From an optimization exercise on the open Yosys and OpenROAD flow, aimed at small area, a short achievable clock period and few clock cycles; shortcuts taken in it are not production practice. In this exercise RTL edits were held to simulation tests only and were not proved equivalent to the original. No activity file was given, so power comes from the tool's default toggle rates.

$ cat flow/config.mk
export PLATFORM = sky130hd
export DESIGN_NAME = jscore
export DESIGN_NICKNAME = jscore
export VERILOG_FILES = /design/flow/design.v
export SDC_FILE = /design/flow/constraint.sdc
export NUM_CORES = 8
export LEC_CHECK = 0
export CAP_MARGIN = 20
export CORE_MARGIN = 2
export CORE_UTILIZATION = 40
export SLEW_MARGIN = 20
$ cat flow/constraint.sdc
create_clock -name core_clock -period 20.0 [get_ports {clk}]
set_input_delay 4.0000 -clock core_clock [delete_from_list [all_inputs] [get_ports {clk}]]
set_output_delay 4.0000 -clock core_clock [all_outputs]
set_load 0.01 [all_outputs]
$ cat flow/design.v
module jscore_wt (
    input  wire [7:0] idx,
    output reg  [7:0] val
);
    always @(*) begin
        case (idx)
            8'd0: val = 8'h00;
            8'd1: val = 8'h03;
            8'd2: val = 8'h06;
            8'd3: val = 8'h09;
            8'd4: val = 8'h0c;
            8'd5: val = 8'h10;
            8'd6: val = 8'h13;
            8'd7: val = 8'h16;
            8'd8: val = 8'h19;
            8'd9: val = 8'h1c;
            8'd10: val = 8'h1f;
            8'd11: val = 8'h22;
            8'd12: val = 8'h25;
            8'd13: val = 8'h28;
            8'd14: val = 8'h2b;
            8'd15: val = 8'h2e;
            8'd16: val = 8'h31;
            8'd17: val = 8'h33;
            8'd18: val = 8'h36;
            8'd19: val = 8'h39;
            8'd20: val = 8'h3c;
            8'd21: val = 8'h3f;
            8'd22: val = 8'h41;
            8'd23: val = 8'h44;
            8'd24: val = 8'h47;
            8'd25: val = 8'h49;
            8'd26: val = 8'h4c;
            8'd27: val = 8'h4e;
            8'd28: val = 8'h51;
            8'd29: val = 8'h53;
            8'd30: val = 8'h55;
            8'd31: val = 8'h58;
            8'd32: val = 8'h5a;
            8'd33: val = 8'h5c;
            8'd34: val = 8'h5e;
            8'd35: val = 8'h60;
            8'd36: val = 8'h62;
            8'd37: val = 8'h64;
            8'd38: val = 8'h66;
            8'd39: val = 8'h68;
            8'd40: val = 8'h6a;
            8'd41: val = 8'h6b;
            8'd42: val = 8'h6d;
            8'd43: val = 8'h6f;
            8'd44: val = 8'h70;
            8'd45: val = 8'h71;
            8'd46: val = 8'h73;
            8'd47: val = 8'h74;
            8'd48: val = 8'h75;
            8'd49: val = 8'h76;
            8'd50: val = 8'h78;
            8'd51: val = 8'h79;
            8'd52: val = 8'h7a;
            8'd53: val = 8'h7a;
            8'd54: val = 8'h7b;
            8'd55: val = 8'h7c;
            8'd56: val = 8'h7d;
            8'd57: val = 8'h7d;
            8'd58: val = 8'h7e;
            8'd59: val = 8'h7e;
            8'd60: val = 8'h7e;
            8'd61: val = 8'h7f;
            8'd62: val = 8'h7f;
            8'd63: val = 8'h7f;
            8'd64: val = 8'h7f;
            8'd65: val = 8'h7f;
            8'd66: val = 8'h7f;
            8'd67: val = 8'h7f;
            8'd68: val = 8'h7e;
            8'd69: val = 8'h7e;
            8'd70: val = 8'h7e;
            8'd71: val = 8'h7d;
            8'd72: val = 8'h7d;
            8'd73: val = 8'h7c;
            8'd74: val = 8'h7b;
            8'd75: val = 8'h7a;
            8'd76: val = 8'h7a;
            8'd77: val = 8'h79;
            8'd78: val = 8'h78;
            8'd79: val = 8'h76;
            8'd80: val = 8'h75;
            8'd81: val = 8'h74;
            8'd82: val = 8'h73;
            8'd83: val = 8'h71;
            8'd84: val = 8'h70;
            8'd85: val = 8'h6f;
            8'd86: val = 8'h6d;
            8'd87: val = 8'h6b;
            8'd88: val = 8'h6a;
            8'd89: val = 8'h68;
            8'd90: val = 8'h66;
            8'd91: val = 8'h64;
            8'd92: val = 8'h62;
            8'd93: val = 8'h60;
            8'd94: val = 8'h5e;
            8'd95: val = 8'h5c;
            8'd96: val = 8'h5a;
            8'd97: val = 8'h58;
            8'd98: val = 8'h55;
            8'd99: val = 8'h53;
            8'd100: val = 8'h51;
            8'd101: val = 8'h4e;
            8'd102: val = 8'h4c;
            8'd103: val = 8'h49;
            8'd104: val = 8'h47;
            8'd105: val = 8'h44;
            8'd106: val = 8'h41;
            8'd107: val = 8'h3f;
            8'd108: val = 8'h3c;
            8'd109: val = 8'h39;
            8'd110: val = 8'h36;
            8'd111: val = 8'h33;
            8'd112: val = 8'h31;
            8'd113: val = 8'h2e;
            8'd114: val = 8'h2b;
            8'd115: val = 8'h28;
            8'd116: val = 8'h25;
            8'd117: val = 8'h22;
            8'd118: val = 8'h1f;
            8'd119: val = 8'h1c;
            8'd120: val = 8'h19;
            8'd121: val = 8'h16;
            8'd122: val = 8'h13;
            8'd123: val = 8'h10;
            8'd124: val = 8'h0c;
            8'd125: val = 8'h09;
            8'd126: val = 8'h06;
            8'd127: val = 8'h03;
            8'd128: val = 8'h00;
            8'd129: val = 8'hfd;
            8'd130: val = 8'hfa;
            8'd131: val = 8'hf7;
            8'd132: val = 8'hf4;
            8'd133: val = 8'hf0;
            8'd134: val = 8'hed;
            8'd135: val = 8'hea;
            8'd136: val = 8'he7;
            8'd137: val = 8'he4;
            8'd138: val = 8'he1;
            8'd139: val = 8'hde;
            8'd140: val = 8'hdb;
            8'd141: val = 8'hd8;
            8'd142: val = 8'hd5;
            8'd143: val = 8'hd2;
            8'd144: val = 8'hcf;
            8'd145: val = 8'hcd;
            8'd146: val = 8'hca;
            8'd147: val = 8'hc7;
            8'd148: val = 8'hc4;
            8'd149: val = 8'hc1;
            8'd150: val = 8'hbf;
            8'd151: val = 8'hbc;
            8'd152: val = 8'hb9;
            8'd153: val = 8'hb7;
            8'd154: val = 8'hb4;
            8'd155: val = 8'hb2;
            8'd156: val = 8'haf;
            8'd157: val = 8'had;
            8'd158: val = 8'hab;
            8'd159: val = 8'ha8;
            8'd160: val = 8'ha6;
            8'd161: val = 8'ha4;
            8'd162: val = 8'ha2;
            8'd163: val = 8'ha0;
            8'd164: val = 8'h9e;
            8'd165: val = 8'h9c;
            8'd166: val = 8'h9a;
            8'd167: val = 8'h98;
            8'd168: val = 8'h96;
            8'd169: val = 8'h95;
            8'd170: val = 8'h93;
            8'd171: val = 8'h91;
            8'd172: val = 8'h90;
            8'd173: val = 8'h8f;
            8'd174: val = 8'h8d;
            8'd175: val = 8'h8c;
            8'd176: val = 8'h8b;
            8'd177: val = 8'h8a;
            8'd178: val = 8'h88;
            8'd179: val = 8'h87;
            8'd180: val = 8'h86;
            8'd181: val = 8'h86;
            8'd182: val = 8'h85;
            8'd183: val = 8'h84;
            8'd184: val = 8'h83;
            8'd185: val = 8'h83;
            8'd186: val = 8'h82;
            8'd187: val = 8'h82;
            8'd188: val = 8'h82;
            8'd189: val = 8'h81;
            8'd190: val = 8'h81;
            8'd191: val = 8'h81;
            8'd192: val = 8'h81;
            8'd193: val = 8'h81;
            8'd194: val = 8'h81;
            8'd195: val = 8'h81;
            8'd196: val = 8'h82;
            8'd197: val = 8'h82;
            8'd198: val = 8'h82;
            8'd199: val = 8'h83;
            8'd200: val = 8'h83;
            8'd201: val = 8'h84;
            8'd202: val = 8'h85;
            8'd203: val = 8'h86;
            8'd204: val = 8'h86;
            8'd205: val = 8'h87;
            8'd206: val = 8'h88;
            8'd207: val = 8'h8a;
            8'd208: val = 8'h8b;
            8'd209: val = 8'h8c;
            8'd210: val = 8'h8d;
            8'd211: val = 8'h8f;
            8'd212: val = 8'h90;
            8'd213: val = 8'h91;
            8'd214: val = 8'h93;
            8'd215: val = 8'h95;
            8'd216: val = 8'h96;
            8'd217: val = 8'h98;
            8'd218: val = 8'h9a;
            8'd219: val = 8'h9c;
            8'd220: val = 8'h9e;
            8'd221: val = 8'ha0;
            8'd222: val = 8'ha2;
            8'd223: val = 8'ha4;
            8'd224: val = 8'ha6;
            8'd225: val = 8'ha8;
            8'd226: val = 8'hab;
            8'd227: val = 8'had;
            8'd228: val = 8'haf;
            8'd229: val = 8'hb2;
            8'd230: val = 8'hb4;
            8'd231: val = 8'hb7;
            8'd232: val = 8'hb9;
            8'd233: val = 8'hbc;
            8'd234: val = 8'hbf;
            8'd235: val = 8'hc1;
            8'd236: val = 8'hc4;
            8'd237: val = 8'hc7;
            8'd238: val = 8'hca;
            8'd239: val = 8'hcd;
            8'd240: val = 8'hcf;
            8'd241: val = 8'hd2;
            8'd242: val = 8'hd5;
            8'd243: val = 8'hd8;
            8'd244: val = 8'hdb;
            8'd245: val = 8'hde;
            8'd246: val = 8'he1;
            8'd247: val = 8'he4;
            8'd248: val = 8'he7;
            8'd249: val = 8'hea;
            8'd250: val = 8'hed;
            8'd251: val = 8'hf0;
            8'd252: val = 8'hf4;
            8'd253: val = 8'hf7;
            8'd254: val = 8'hfa;
            8'd255: val = 8'hfd;
            default: val = 8'h00;
        endcase
    end
endmodule
module jscore_pt (
    input  wire [6:0]  idx,
    output reg  [31:0] val
);
    always @(*) begin
        case (idx)
            7'd0: val = 32'h00000b2a;
            7'd1: val = 32'h00000bd4;
            7'd2: val = 32'h00000c88;
            7'd3: val = 32'h00000d46;
            7'd4: val = 32'h00000e10;
            7'd5: val = 32'h00000ee7;
            7'd6: val = 32'h00000fc9;
            7'd7: val = 32'h000010ba;
            7'd8: val = 32'h000011b8;
            7'd9: val = 32'h000012c6;
            7'd10: val = 32'h000013e4;
            7'd11: val = 32'h00001513;
            7'd12: val = 32'h00001653;
            7'd13: val = 32'h000017a7;
            7'd14: val = 32'h0000190f;
            7'd15: val = 32'h00001a8d;
            7'd16: val = 32'h00001c21;
            7'd17: val = 32'h00001dcd;
            7'd18: val = 32'h00001f93;
            7'd19: val = 32'h00002173;
            7'd20: val = 32'h00002370;
            7'd21: val = 32'h0000258c;
            7'd22: val = 32'h000027c8;
            7'd23: val = 32'h00002a25;
            7'd24: val = 32'h00002ca7;
            7'd25: val = 32'h00002f4e;
            7'd26: val = 32'h0000321e;
            7'd27: val = 32'h00003519;
            7'd28: val = 32'h00003842;
            7'd29: val = 32'h00003b9a;
            7'd30: val = 32'h00003f25;
            7'd31: val = 32'h000042e7;
            7'd32: val = 32'h000046e1;
            7'd33: val = 32'h00004b18;
            7'd34: val = 32'h00004f8f;
            7'd35: val = 32'h0000544a;
            7'd36: val = 32'h0000594d;
            7'd37: val = 32'h00005e9d;
            7'd38: val = 32'h0000643d;
            7'd39: val = 32'h00006a33;
            7'd40: val = 32'h00007083;
            7'd41: val = 32'h00007734;
            7'd42: val = 32'h00007e4b;
            7'd43: val = 32'h000085cd;
            7'd44: val = 32'h00008dc2;
            7'd45: val = 32'h00009630;
            7'd46: val = 32'h00009f1e;
            7'd47: val = 32'h0000a894;
            7'd48: val = 32'h0000b29a;
            7'd49: val = 32'h0000bd39;
            7'd50: val = 32'h0000c87a;
            7'd51: val = 32'h0000d465;
            7'd52: val = 32'h0000e107;
            7'd53: val = 32'h0000ee68;
            7'd54: val = 32'h0000fc95;
            7'd55: val = 32'h00010b9a;
            7'd56: val = 32'h00011b84;
            7'd57: val = 32'h00012c60;
            7'd58: val = 32'h00013e3c;
            7'd59: val = 32'h00015128;
            7'd60: val = 32'h00016535;
            7'd61: val = 32'h00017a72;
            7'd62: val = 32'h000190f3;
            7'd63: val = 32'h0001a8cb;
            7'd64: val = 32'h0001c20d;
            7'd65: val = 32'h0001dcd0;
            7'd66: val = 32'h0001f92a;
            7'd67: val = 32'h00021734;
            7'd68: val = 32'h00023708;
            7'd69: val = 32'h000258bf;
            7'd70: val = 32'h00027c78;
            7'd71: val = 32'h0002a251;
            7'd72: val = 32'h0002ca6a;
            7'd73: val = 32'h0002f4e5;
            7'd74: val = 32'h000321e7;
            7'd75: val = 32'h00035196;
            7'd76: val = 32'h0003841a;
            7'd77: val = 32'h0003b9a0;
            7'd78: val = 32'h0003f255;
            7'd79: val = 32'h00042e69;
            7'd80: val = 32'h00046e0f;
            7'd81: val = 32'h0004b17e;
            7'd82: val = 32'h0004f8f0;
            7'd83: val = 32'h000544a1;
            7'd84: val = 32'h000594d3;
            7'd85: val = 32'h0005e9c9;
            7'd86: val = 32'h000643cd;
            7'd87: val = 32'h0006a32b;
            7'd88: val = 32'h00070835;
            7'd89: val = 32'h00077340;
            7'd90: val = 32'h0007e4aa;
            7'd91: val = 32'h00085cd1;
            7'd92: val = 32'h0008dc1e;
            7'd93: val = 32'h000962fd;
            7'd94: val = 32'h0009f1e0;
            7'd95: val = 32'h000a8943;
            7'd96: val = 32'h000b29a6;
            7'd97: val = 32'h000bd393;
            7'd98: val = 32'h000c879a;
            7'd99: val = 32'h000d4656;
            7'd100: val = 32'h000e1069;
            7'd101: val = 32'h000ee681;
            7'd102: val = 32'h000fc953;
            7'd103: val = 32'h0010b9a3;
            7'd104: val = 32'h0011b83c;
            7'd105: val = 32'h0012c5f9;
            7'd106: val = 32'h0013e3c0;
            7'd107: val = 32'h00151286;
            7'd108: val = 32'h0016534c;
            7'd109: val = 32'h0017a726;
            7'd110: val = 32'h00190f34;
            7'd111: val = 32'h001a8cac;
            7'd112: val = 32'h001c20d3;
            7'd113: val = 32'h001dcd02;
            7'd114: val = 32'h001f92a7;
            7'd115: val = 32'h00217345;
            7'd116: val = 32'h00237078;
            7'd117: val = 32'h00258bf2;
            7'd118: val = 32'h0027c781;
            7'd119: val = 32'h002a250c;
            7'd120: val = 32'h002ca698;
            7'd121: val = 32'h002f4e4b;
            7'd122: val = 32'h00321e69;
            7'd123: val = 32'h00351958;
            7'd124: val = 32'h003841a6;
            7'd125: val = 32'h003b9a04;
            7'd126: val = 32'h003f254e;
            7'd127: val = 32'h0042e68b;
            default: val = 32'h00000000;
        endcase
    end
endmodule
module jscore_recip (
    input  wire [3:0]  idx,
    output reg  [31:0] val
);
    always @(*) begin
        case (idx)
            4'd0: val = 32'h00010000;
            4'd1: val = 32'h00008000;
            4'd2: val = 32'h00005555;
            4'd3: val = 32'h00004000;
            4'd4: val = 32'h00003333;
            4'd5: val = 32'h00002aaa;
            4'd6: val = 32'h00002492;
            4'd7: val = 32'h00002000;
            4'd8: val = 32'h00001c71;
            default: val = 32'h00000000;
        endcase
    end
endmodule
module jscore (
    input  wire        clk,
    input  wire        rst,
    input  wire        req,
    input  wire        we,
    input  wire [2:0]  addr,
    input  wire [31:0] wdata,
    output wire        ready,
    output reg         rvalid,
    output reg  [31:0] rdata
);
    localparam N_CH = 8;
    localparam [2:0] PH_IDLE    = 3'd0;
    localparam [2:0] PH_ATTACK  = 3'd1;
    localparam [2:0] PH_DECAY   = 3'd2;
    localparam [2:0] PH_SUSTAIN = 3'd3;
    localparam [2:0] PH_RELEASE = 3'd4;
    localparam [2:0] S_IDLE   = 3'd0;
    localparam [2:0] S_EXEC   = 3'd1;
    localparam [2:0] S_RECOMP = 3'd2;
    localparam [2:0] S_OSC    = 3'd3;
    localparam [2:0] S_MIX    = 3'd4;
    reg [31:0] opa, opb, res;
    reg [2:0]  env_phase;
    reg        stale;
    reg        err;
    reg [31:0] freq;             
    reg [31:0] detune;
    reg [3:0]  unison;
    reg [3:0]  crush_d1;
    reg [3:0]  crush_d2;
    reg [31:0] inc   [1:8];
    reg [31:0] phase [0:8];
    reg [31:0] env_level, env_gain, env_step, env_atk_tgt, env_dec_tgt;
    reg [31:0] cfg_attack, cfg_decay, cfg_sustain, cfg_release, cfg_esc;
    reg [3:0]  cfg_ishift;
    reg [31:0] sm_val   [0:N_CH-1];
    reg [31:0] sm_alpha [0:N_CH-1];
    reg [2:0]  state;
    reg [31:0] cmd;
    reg [1:0]  rc_k;             
    reg [31:0] rc_off;           
    reg [3:0]  osc_j;            
    reg [31:0] total;            
    assign ready = (state == S_IDLE);
    wire [7:0]  op    = cmd[7:0];
    wire [3:0]  idx   = cmd[11:8];
    wire [3:0]  rsv   = cmd[15:12];
    wire [15:0] imm   = cmd[31:16];
    wire [7:0]  regno = cmd[23:16];
    wire [7:0]  wt_val;
    wire [6:0]  pt_i0, pt_i1;
    wire [31:0] pt_v0, pt_v1;
    wire [31:0] recip_cur;
    jscore_wt    u_wt    (.idx(phase[osc_j][23:16]), .val(wt_val));
    jscore_pt    u_pt0   (.idx(pt_i0), .val(pt_v0));
    jscore_pt    u_pt1   (.idx(pt_i1), .val(pt_v1));
    jscore_recip u_recip (.idx(unison), .val(recip_cur));
    wire is_nop      = (op == 8'h00);
    wire is_mul      = (op[7:4] == 4'h1) && !op[2];
    wire is_smooth   = (op == 8'h20);
    wire is_setnote  = (op == 8'h30);
    wire is_setdet   = (op == 8'h31);
    wire is_setuni   = (op == 8'h32);
    wire is_setbc    = (op == 8'h33);
    wire is_noteon   = (op == 8'h34);
    wire is_noteoff  = (op == 8'h35);
    wire is_envupd   = (op == 8'h40);
    wire is_tick     = (op == 8'h41);
    wire is_rdreg    = (op == 8'h50);
    wire is_wrreg    = (op == 8'h51);
    wire is_crush    = (op == 8'h60);
    wire is_mixclip  = (op == 8'h61);
    wire op_known = is_nop | is_mul | is_smooth | is_setnote | is_setdet | is_setuni |
                    is_setbc | is_noteon | is_noteoff | is_envupd | is_tick |
                    is_rdreg | is_wrreg | is_crush | is_mixclip;
    reg        rd_ok;
    reg [31:0] rd_val;
    always @(*) begin
        rd_ok  = 1'b1;
        rd_val = 32'd0;
        case (regno)
            8'h00: rd_val = {27'd0, err, stale, env_phase};
            8'h01: rd_val = freq;
            8'h02: rd_val = detune;
            8'h03: rd_val = {28'd0, unison};
            8'h04: rd_val = {20'd0, crush_d2, 4'd0, crush_d1};
            8'h08: rd_val = env_level;
            8'h09: rd_val = env_gain;
            8'h0A: rd_val = env_step;
            8'h0B: rd_val = env_atk_tgt;
            8'h0C: rd_val = env_dec_tgt;
            8'h10: rd_val = cfg_attack;
            8'h11: rd_val = cfg_decay;
            8'h12: rd_val = cfg_sustain;
            8'h13: rd_val = cfg_release;
            8'h14: rd_val = cfg_esc;
            8'h15: rd_val = {28'd0, cfg_ishift};
            8'h20, 8'h21, 8'h22, 8'h23, 8'h24, 8'h25, 8'h26, 8'h27:
                   rd_val = sm_val[regno[2:0]];
            8'h30, 8'h31, 8'h32, 8'h33, 8'h34, 8'h35, 8'h36, 8'h37:
                   rd_val = sm_alpha[regno[2:0]];
            8'h41, 8'h42, 8'h43, 8'h44, 8'h45, 8'h46, 8'h47, 8'h48:
                   rd_val = inc[regno[3:0]];
            8'h50, 8'h51, 8'h52, 8'h53, 8'h54, 8'h55, 8'h56, 8'h57, 8'h58:
                   rd_val = phase[regno[3:0]];
            default: rd_ok = 1'b0;
        endcase
    end
    wire wr_ok = (regno == 8'h00) || (regno >= 8'h10 && regno <= 8'h15) ||
                 (regno >= 8'h20 && regno < 8'h20 + N_CH) ||
                 (regno >= 8'h30 && regno < 8'h30 + N_CH);
    wire illegal = (rsv != 4'd0) || !op_known ||
                   ((is_rdreg || is_wrreg) && imm[15:8] != 8'd0) ||
                   (is_smooth && idx >= N_CH) ||
                   (is_rdreg && !rd_ok) ||
                   (is_wrreg && !wr_ok);
    wire        mul_fast   = op[3];
    wire [1:0]  mul_fmt    = op[1:0];
    wire        mul_signed = mul_fmt[1];
    wire        mul_wide   = (mul_fmt == 2'b01) || (mul_fmt == 2'b10);
    reg signed [32:0] mul_a, mul_b;
    reg signed [65:0] mul_p;
    reg        [31:0] mul_res;
    always @(*) begin
        if (mul_wide) begin
            mul_a = {mul_signed & opa[31], opa};
            mul_b = {mul_signed & opb[31], opb};
        end else begin
            mul_a = {{17{mul_signed & opa[15]}}, opa[15:0]};
            mul_b = {{17{mul_signed & opb[15]}}, opb[15:0]};
        end
        if (mul_fast) begin
            mul_a = mul_wide ? (mul_a >>> 8) : (mul_a >>> 4);
            mul_b = mul_wide ? (mul_b >>> 8) : (mul_b >>> 4);
        end
        mul_p = mul_a * mul_b;
        if (!mul_fast)
            mul_p = mul_wide ? (mul_p >>> 16) : (mul_p >>> 8);
        if (mul_wide)
            mul_res = mul_p[31:0];
        else
            mul_res = {{16{mul_signed & mul_p[15]}}, mul_p[15:0]};
    end
    wire [31:0] sm_prev  = sm_val[idx[2:0]];
    wire [31:0] sm_alph  = sm_alpha[idx[2:0]];
    wire [32:0] sm_d     = {1'b0, sm_prev} - {1'b0, opa};
    wire        sm_neg   = sm_d[32];
    wire [31:0] sm_absd  = sm_neg ? (opa - sm_prev) : sm_d[31:0];
    wire [47:0] sm_prod  = sm_absd * sm_alph[15:0];
    wire [31:0] sm_m     = sm_prod[47:16];
    wire [31:0] sm_new   = sm_neg ? (opa - sm_m) : (opa + sm_m);
    wire [6:0]         sn_note  = (imm > 16'd127) ? 7'd127 : imm[6:0];
    wire signed [17:0] sn_sum   = $signed({3'b000, sn_note, 8'h00}) + $signed({{2{opa[15]}}, opa[15:0]});
    wire [14:0]        sn_p     = sn_sum[17] ? 15'd0 :
                                  (sn_sum > 18'sd32512) ? 15'h7F00 : sn_sum[14:0];
    wire [7:0]         sn_fr    = sn_p[7:0];
    assign pt_i0 = sn_p[14:8];
    assign pt_i1 = sn_p[14:8] + 7'd1;
    wire [31:0]        sn_diff  = pt_v1 - pt_v0;
    wire [39:0]        sn_prod  = sn_diff * sn_fr;
    wire [31:0]        sn_freq  = (sn_fr == 8'd0) ? pt_v0 : (pt_v0 + sn_prod[39:8]);
    wire [3:0]  su_n   = (imm > 16'd8) ? 4'd8 : imm[3:0];
    wire [7:0]  bc_v   = (imm > 16'd255) ? 8'd255 : imm[7:0];
    wire [7:0]  bc_lo  = (bc_v > 8'd128) ? 8'd128 : bc_v;
    wire [7:0]  bc_hi  = (bc_v > 8'd128) ? (bc_v - 8'd128) : 8'd0;
    wire [6:0]  no_v   = (imm > 16'd127) ? 7'd127 : imm[6:0];
    wire [31:0] no_vg  = (no_v == 7'd127) ? 32'h0001_0000 : {16'd0, no_v, 9'd0};
    wire [63:0] no_prod = cfg_sustain * no_vg;
    wire [31:0] no_dec = no_prod[47:16];
    reg  [2:0]  eu_phase;
    reg  [31:0] eu_level;
    wire [32:0] eu_atk_sum = {1'b0, env_level} + {1'b0, cfg_attack};
    wire [32:0] eu_dec_sum = {1'b0, env_dec_tgt} + {1'b0, cfg_decay};
    always @(*) begin
        eu_phase = env_phase;
        eu_level = env_level;
        case (env_phase)
            PH_IDLE: eu_level = 32'd0;
            PH_ATTACK:
                if (eu_atk_sum >= {1'b0, env_atk_tgt}) begin
                    eu_phase = PH_DECAY;
                    eu_level = env_atk_tgt;
                end else begin
                    eu_level = eu_atk_sum[31:0];
                end
            PH_DECAY:
                if ({1'b0, env_level} <= eu_dec_sum) begin
                    eu_phase = PH_SUSTAIN;
                    eu_level = env_dec_tgt;
                end else begin
                    eu_level = env_level - cfg_decay;
                end
            PH_SUSTAIN: eu_level = env_dec_tgt;
            PH_RELEASE:
                if (env_level <= cfg_release) begin
                    eu_phase = PH_IDLE;
                    eu_level = 32'd0;
                end else begin
                    eu_level = env_level - cfg_release;
                end
            default: ;
        endcase
    end
    wire signed [32:0] eu_diff = $signed({1'b0, eu_level}) - $signed({1'b0, env_gain});
    wire signed [32:0] eu_step = eu_diff >>> cfg_ishift;
    function [15:0] crush_fn;
        input [15:0] x;
        input [3:0]  d1;
        input [3:0]  d2;
        reg signed [15:0] q1, q2;
        reg signed [16:0] s;
        begin
            q1 = ($signed(x) >>> d1) <<< d1;
            q2 = ($signed(x) >>> d2) <<< d2;
            s  = q1 + q2;
            crush_fn = s[16:1];
        end
    endfunction
    function [15:0] mixclip_fn;
        input [31:0] t;
        input [31:0] recip;
        reg signed [31:0] th, rh;
        reg signed [63:0] p;
        reg signed [31:0] avg;
        begin
            th  = $signed(t) >>> 8;
            rh  = $signed(recip) >>> 8;
            p   = th * rh;
            avg = p[31:0];
            if (avg > 32'sd32767)
                mixclip_fn = 16'h7FFF;
            else if (avg < -32'sd32768)
                mixclip_fn = 16'h8000;
            else
                mixclip_fn = avg[15:0];
        end
    endfunction
    wire [15:0] cr_res = crush_fn(opa[15:0], crush_d1, crush_d2);
    wire [15:0] mc_res = mixclip_fn(opa, recip_cur);
    wire [31:0] rc_x    = (rc_k == 2'd0) ? freq   : rc_off;
    wire [31:0] rc_y    = (rc_k == 2'd0) ? detune : cfg_esc;
    wire [47:0] rc_prod = rc_x[31:8] * rc_y[31:8];
    wire [31:0] rc_new  = rc_prod[31:0];
    wire [31:0] osc_inc    = (osc_j == 4'd0) ? freq : inc[osc_j];
    wire [31:0] osc_sample = {{16{wt_val[7]}}, wt_val, 8'h00};
    wire [15:0]        mx_m   = mixclip_fn(total, recip_cur);
    wire [15:0]        mx_c   = crush_fn(mx_m, crush_d1, crush_d2);
    wire signed [31:0] mx_ch  = $signed({{16{mx_c[15]}}, mx_c}) >>> 8;
    wire signed [31:0] mx_gh  = $signed({8'd0, env_gain[31:8]});
    wire signed [63:0] mx_y   = mx_ch * mx_gh;
    wire signed [33:0] en_sum = $signed({2'b00, env_gain}) + $signed({env_step[31], env_step[31], env_step});
    wire signed [33:0] en_lvl = $signed({2'b00, env_level});
    reg  [31:0] en_gain;
    always @(*) begin
        en_gain = env_gain;
        if (!env_step[31] && env_step != 32'd0)
            en_gain = (en_sum < en_lvl) ? en_sum[31:0] : env_level;
        else if (env_step[31])
            en_gain = (en_sum > en_lvl) ? en_sum[31:0] : env_level;
    end
    reg [31:0] port_rd;
    always @(*) begin
        case (addr)
            3'd1: port_rd = opa;
            3'd2: port_rd = opb;
            3'd3: port_rd = res;
            3'd4: port_rd = {27'd0, err, stale, env_phase};
            default: port_rd = 32'd0;
        endcase
    end
    integer i;
    always @(posedge clk) begin
        if (rst) begin
            state       <= S_IDLE;
            cmd         <= 32'd0;
            rc_k        <= 2'd0;
            rc_off      <= 32'd0;
            osc_j       <= 4'd0;
            total       <= 32'd0;
            rvalid      <= 1'b0;
            rdata       <= 32'd0;
            opa         <= 32'd0;
            opb         <= 32'd0;
            res         <= 32'd0;
            env_phase   <= PH_IDLE;
            stale       <= 1'b1;
            err         <= 1'b0;
            freq        <= 32'd0;
            detune      <= 32'd0;
            unison      <= 4'd0;
            crush_d1    <= 4'd0;
            crush_d2    <= 4'd0;
            env_level   <= 32'd0;
            env_gain    <= 32'd0;
            env_step    <= 32'd0;
            env_atk_tgt <= 32'd0;
            env_dec_tgt <= 32'd0;
            cfg_attack  <= 32'd0;
            cfg_decay   <= 32'd0;
            cfg_sustain <= 32'd0;
            cfg_release <= 32'd0;
            cfg_esc     <= 32'h0001_0CCD;
            cfg_ishift  <= 4'd0;
            for (i = 1; i <= 8; i = i + 1)
                inc[i] <= 32'd0;
            for (i = 0; i <= 8; i = i + 1)
                phase[i] <= 32'd0;
            for (i = 0; i < N_CH; i = i + 1) begin
                sm_val[i]   <= 32'd0;
                sm_alpha[i] <= 32'd0;
            end
        end else begin
            rvalid <= 1'b0;
            case (state)
                S_IDLE: begin
                    if (req) begin
                        if (we) begin
                            case (addr)
                                3'd0: begin
                                    cmd   <= wdata;
                                    state <= S_EXEC;
                                end
                                3'd1: opa <= wdata;
                                3'd2: opb <= wdata;
                                default: ;
                            endcase
                        end else begin
                            rvalid <= 1'b1;
                            rdata  <= port_rd;
                        end
                    end
                end
                S_EXEC: begin
                    state <= S_IDLE;
                    if (illegal) begin
                        err <= 1'b1;
                    end else if (is_mul) begin
                        res <= mul_res;
                    end else if (is_smooth) begin
                        sm_val[idx[2:0]] <= sm_new;
                        res <= sm_new;
                    end else if (is_setnote) begin
                        if (sn_freq != freq) begin
                            freq  <= sn_freq;
                            stale <= 1'b1;
                        end
                    end else if (is_setdet) begin
                        if (opa != detune) begin
                            detune <= opa;
                            stale  <= 1'b1;
                        end
                    end else if (is_setuni) begin
                        if (su_n != unison) begin
                            unison <= su_n;
                            stale  <= 1'b1;
                        end
                    end else if (is_setbc) begin
                        crush_d1 <= bc_lo[7:4];
                        crush_d2 <= bc_hi[7:4];
                    end else if (is_noteon) begin
                        env_atk_tgt <= no_vg;
                        env_dec_tgt <= no_dec;
                        env_phase   <= PH_ATTACK;
                    end else if (is_noteoff) begin
                        if (env_phase != PH_IDLE)
                            env_phase <= PH_RELEASE;
                    end else if (is_envupd) begin
                        env_phase <= eu_phase;
                        env_level <= eu_level;
                        env_step  <= eu_step[31:0];
                    end else if (is_tick) begin
                        total <= 32'd0;
                        osc_j <= 4'd0;
                        rc_k  <= 2'd0;
                        state <= stale ? S_RECOMP : S_OSC;
                    end else if (is_rdreg) begin
                        res <= rd_val;
                    end else if (is_wrreg) begin
                        case (regno)
                            8'h00: if (opa[4]) err <= 1'b0;
                            8'h10: cfg_attack  <= opa;
                            8'h11: cfg_decay   <= opa;
                            8'h12: cfg_sustain <= (opa > 32'h0001_0000) ? 32'h0001_0000 : opa;
                            8'h13: cfg_release <= opa;
                            8'h14: begin
                                cfg_esc <= opa;
                                stale   <= 1'b1;
                            end
                            8'h15: cfg_ishift <= opa[3:0];
                            default: begin
                                if (regno[7:4] == 4'h2)
                                    sm_val[regno[2:0]] <= opa;
                                else
                                    sm_alpha[regno[2:0]] <= (opa > 32'h0000_FFFF) ? 32'h0000_FFFF : opa;
                            end
                        endcase
                    end else if (is_crush) begin
                        res <= {{16{cr_res[15]}}, cr_res};
                    end else if (is_mixclip) begin
                        res <= {{16{mc_res[15]}}, mc_res};
                    end
                end
                S_RECOMP: begin
                    inc[{rc_k, 1'b0} + 4'd1] <= freq + rc_new;
                    inc[{rc_k, 1'b0} + 4'd2] <= freq - rc_new;
                    rc_off <= rc_new;
                    rc_k   <= rc_k + 2'd1;
                    if (rc_k == 2'd3) begin
                        stale <= 1'b0;
                        state <= S_OSC;
                    end
                end
                S_OSC: begin
                    total        <= total + osc_sample;
                    phase[osc_j] <= phase[osc_j] + osc_inc;
                    osc_j        <= osc_j + 4'd1;
                    if (osc_j == unison)
                        state <= S_MIX;
                end
                S_MIX: begin
                    res      <= mx_y[31:0];
                    env_gain <= en_gain;
                    state    <= S_IDLE;
                end
                default: state <= S_IDLE;
            endcase
        end
    end
endmodule
$ cat flow/run.sh
#!/bin/bash
# synth_recipe.tcl (not shown) runs the flow's synth.tcl, then flattens the netlist and writes it again
# the make line also repeats each setting of config.mk as NAME=value (left out here)
make -C /OpenROAD-flow-scripts/flow DESIGN_CONFIG=/design/flow/config.mk WORK_HOME=/design/flow/orfs CLKGATE_MAP_FILE= SYNTH_SCRIPT=/design/flow/synth_recipe.tcl finish
==> run summary <==
synthesized instance count 25400; total wire length 961000 µm; share of post-route cells with drive strength above 1 9.26%; Critical Path Start Type flip-flop; CTS Sinks 2025; synth warn 4; first-pass GRT wire length 1390000 µm; async set-or-reset flop fraction in the synthesized netlist 0%; Clock Tree Buf Depth 4; sequential area share after synthesis 23.2%; Final setup viols 0; largest area contributor in the netlist fa_1; DR vias 198000; critical path peak fanout 42; P_leak 105 nW; maxcap violations 0; HP Start cmd[15]; IO Count 73; CTS clk-pin slew, worst paths 0.06 ns; area of the core 0.586 mm²; Setup TNS Final 0 ns; WS Path Type reg2reg; period utilization 94.8%; Final Max Slew Viols 0; Synth top area share 21.1%; Starting Density 40.2%; PostCTS Resize Cnt 0; vias in the first global route 197000; synth top area cells fa_1, edfxtp_1, ha_1, mux4_2, dfxtp_1; #FFs+latches synth 2025; Arr. time, crit path 19.64 ns; FMAX 52.7 MHz; Slew @ Worst Pin 1.42 ns; Post-synth EDFFs 1406; chip height 771 µm; port bufs 72; H-tree depth 4; status no timing/DRC/antenna violations; antenna viol nets, final 0; CTS tree done; Root Driver clkbuf_16; Slowest-stage cell, CP dfxtp_4; # DRC 0; # nets final 29000; Critical Path RT 20.68 ns; Worst path max stage delay 0.94 ns; maximum vdd drop 0.000702 V; predominant post-synthesis flop cell edfxtp_1; Max-slew headroom 4.22%; most frequent cell on the critical path fa_1; DP Wirelength 717000 µm; area delta synth->final 8.07%; worst hold path class reg2reg; FP Rows 281; Post-Syn Area 0.235 mm²; DRT Pass-1 Iters 14; antenna violations before repair 101; Die W 771 µm; Tmin final 18.97 ns; setup bufs post-CTS 0; worst skew pair latency 1.04 ns; hold_buf cts 0; syn_area_per_cell 9.26 µm²; Detailed Route Iter0 Violations 25100; clock skew 0.162 ns; post-route cell area 0.254 mm²; P per Cell Area 117 mW/mm²; CP Capture Type flip-flop; Final Total Pwr 29.8 mW; final hold violations 0; global route overflow 0; placed cell areas 0.246 mm²; die area 0.594 mm²; post-synthesis cell type count 124; RSZ-0062 raised after global routing no; Routed WL per cell 29.2 µm; GPL Wtd Cong 1.03; GRT Util Overall 31.8%; vias per cell 6.02; pin count of the biggest net entering global routing 140; TritonCTS buffer count 229
[critical path, delay by kind of cell, from the launching register on]
kind	cells	cell delay [ns]
XOR/XNOR	5	2.00
flip-flops	1	0.94
AO/OA/AOI/OAI	23	5.79
multiplexers	3	1.67
AND/OR/NAND/NOR	8	2.46
buffers and inverters	7	1.44
adder cells (fa/ha/maj)	9	4.30
[area by class of cell]
class	instances	area (µm²)
tap	7782	9740
timing repair buffer	738	5840
inverter	3274	12300
antenna	46	115
clock inverter	150	1660
sequential	2025	54700
clock buffer	272	6080
multi-input combinational	18700	164000
fill	57100	332000
[final timing paths]
kind	end	slack [ns]	cells after the start
max	sm_val[4][31]	1.03	55
min reg2reg	cmd[15]	0.45	2
min	cmd[15]	0.45	2
max reg2reg	sm_val[4][31]	1.03	55
[through the flow]
stage | std cells | util (%) | setup slack (ns) | hold WS (ns)
2_1_floorplan | 25500 | - | 3.51 | 0.431
3_3_place_gp | 32500 | 42.0 | 1.59 | 0.436
3_5_place_dp | 32500 | 42.0 | 1.45 | 0.446
4_1_cts | 32900 | 43.3 | 1.29 | 0.452
5_1_grt | 32900 | 43.4 | 0.124 | 0.480
6_report | 33000 | 43.4 | 1.03 | 0.453
[cell families after synthesis]
family | after synthesis | share of synthesized area [%]
fa+ha+maj | 3984 | 29.1
mux | 1400 | 10.1
flops | 2025 | 23.2
compound gates | 4273 | 11.7
simple gates | 8123 | 15.2
xor+xnor | 758 | 2.84
other cells | 1 | 0.00159
buf+inv | 4828 | 7.78
[metal layers]
layer / routed length (µm) / vias to the layer above / track usage [%]
met3: 119000 / 2180 / 9.80
met4: 56400 / 54 / 15.2
met5: 705 / - / 0.106
met2: 402000 / 11200 / 46.6
li1: - / 84700 / -
met1: 383000 / 100000 / 42.8
[synth_stat cells (520+ instances only)]
| library cell | count |
|---|---|
| edfxtp_1 | 1406 |
| clkbuf_1 | 1298 |
| nand2_1 | 3158 |
| mux4_2 | 761 |
| a21oi_1 | 1431 |
| fa_1 | 2483 |
| and2_1 | 812 |
| mux2i_1 | 520 |
| o21ai_0 | 756 |
| dfxtp_1 | 619 |
| ha_1 | 1501 |
| inv_1 | 3256 |
| nor2_1 | 2669 |
[cell usage in the layout, fill, tap and decap left out, drive strengths merged, types with 100 or more instances in the layout]
cell type / count
mux2: 119
a21oi: 1434
nor3: 296
inv: 3273
a22oi: 138
a21o: 256
nand3: 286
o21a: 108
mux2i: 520
nand2: 3160
nor2: 2673
o211ai: 145
clkinv: 107
and3: 144
xnor2: 502
o21bai: 109
o21ai: 791
edfxtp: 1406
a31oi: 160
buf: 667
or3: 112
dfxtp: 619
ha: 1501
mux4: 761
nand4: 100
xor2: 254
clkbuf: 274
fa: 2483
a211oi: 215
nand2b: 141
and2: 817
conb: 128
[where the power goes]
group	leakage (nW)	internal [mW]	total, mW	switching, mW
registers	18.9	4.56	4.61	0.0501
clock network	3.75	2.52	4.50	1.99
logic	82.5	5.91	20.7	14.8
[flip-flops by register name, indices dropped and copies added (netlist names), 256 cells and up, named ones only]
signal / cells
phase: 512
inc: 382
sm_alpha: 256
sm_val: 256
Testbench counts, summed over its fixed seeds: cycles 51,942.

-- afterwards: timing with drivers on the ports --
The results above use ideal ports. As a check the final layout listed here was re-extracted and re-timed, cells and wires unchanged. Step 1 (the two cells are an assumption about what drives the block):
set clk [get_ports {clk}]
set_driving_cell -lib_cell sky130_fd_sc_hd__clkbuf_16 $clk
set_driving_cell -lib_cell sky130_fd_sc_hd__buf_2 [delete_from_list [all_inputs] $clk]
Step 2 moves the port delays by t, midway between the first and last clock arrival at a register: inputs arrive t later, outputs are due t later. That takes back most of the time a late clock gives input paths. Slacks: no drivers / after step 1 / after step 2; pairs: no drivers / after step 1.
shift t [ns]: 1.052
setup slack, ns: 1.034 / 1.034 / 1.034
hold slack, ns: 0.453 / 0.453 / 0.453
latest minus earliest clock arrival (ns): 0.167 / 0.167
cell pins on the clock port's net: 1
After both steps setup and hold are still met in this run. The setup slack of this run moves by 0.000 ns with the drivers and by 0.000 ns with both steps.
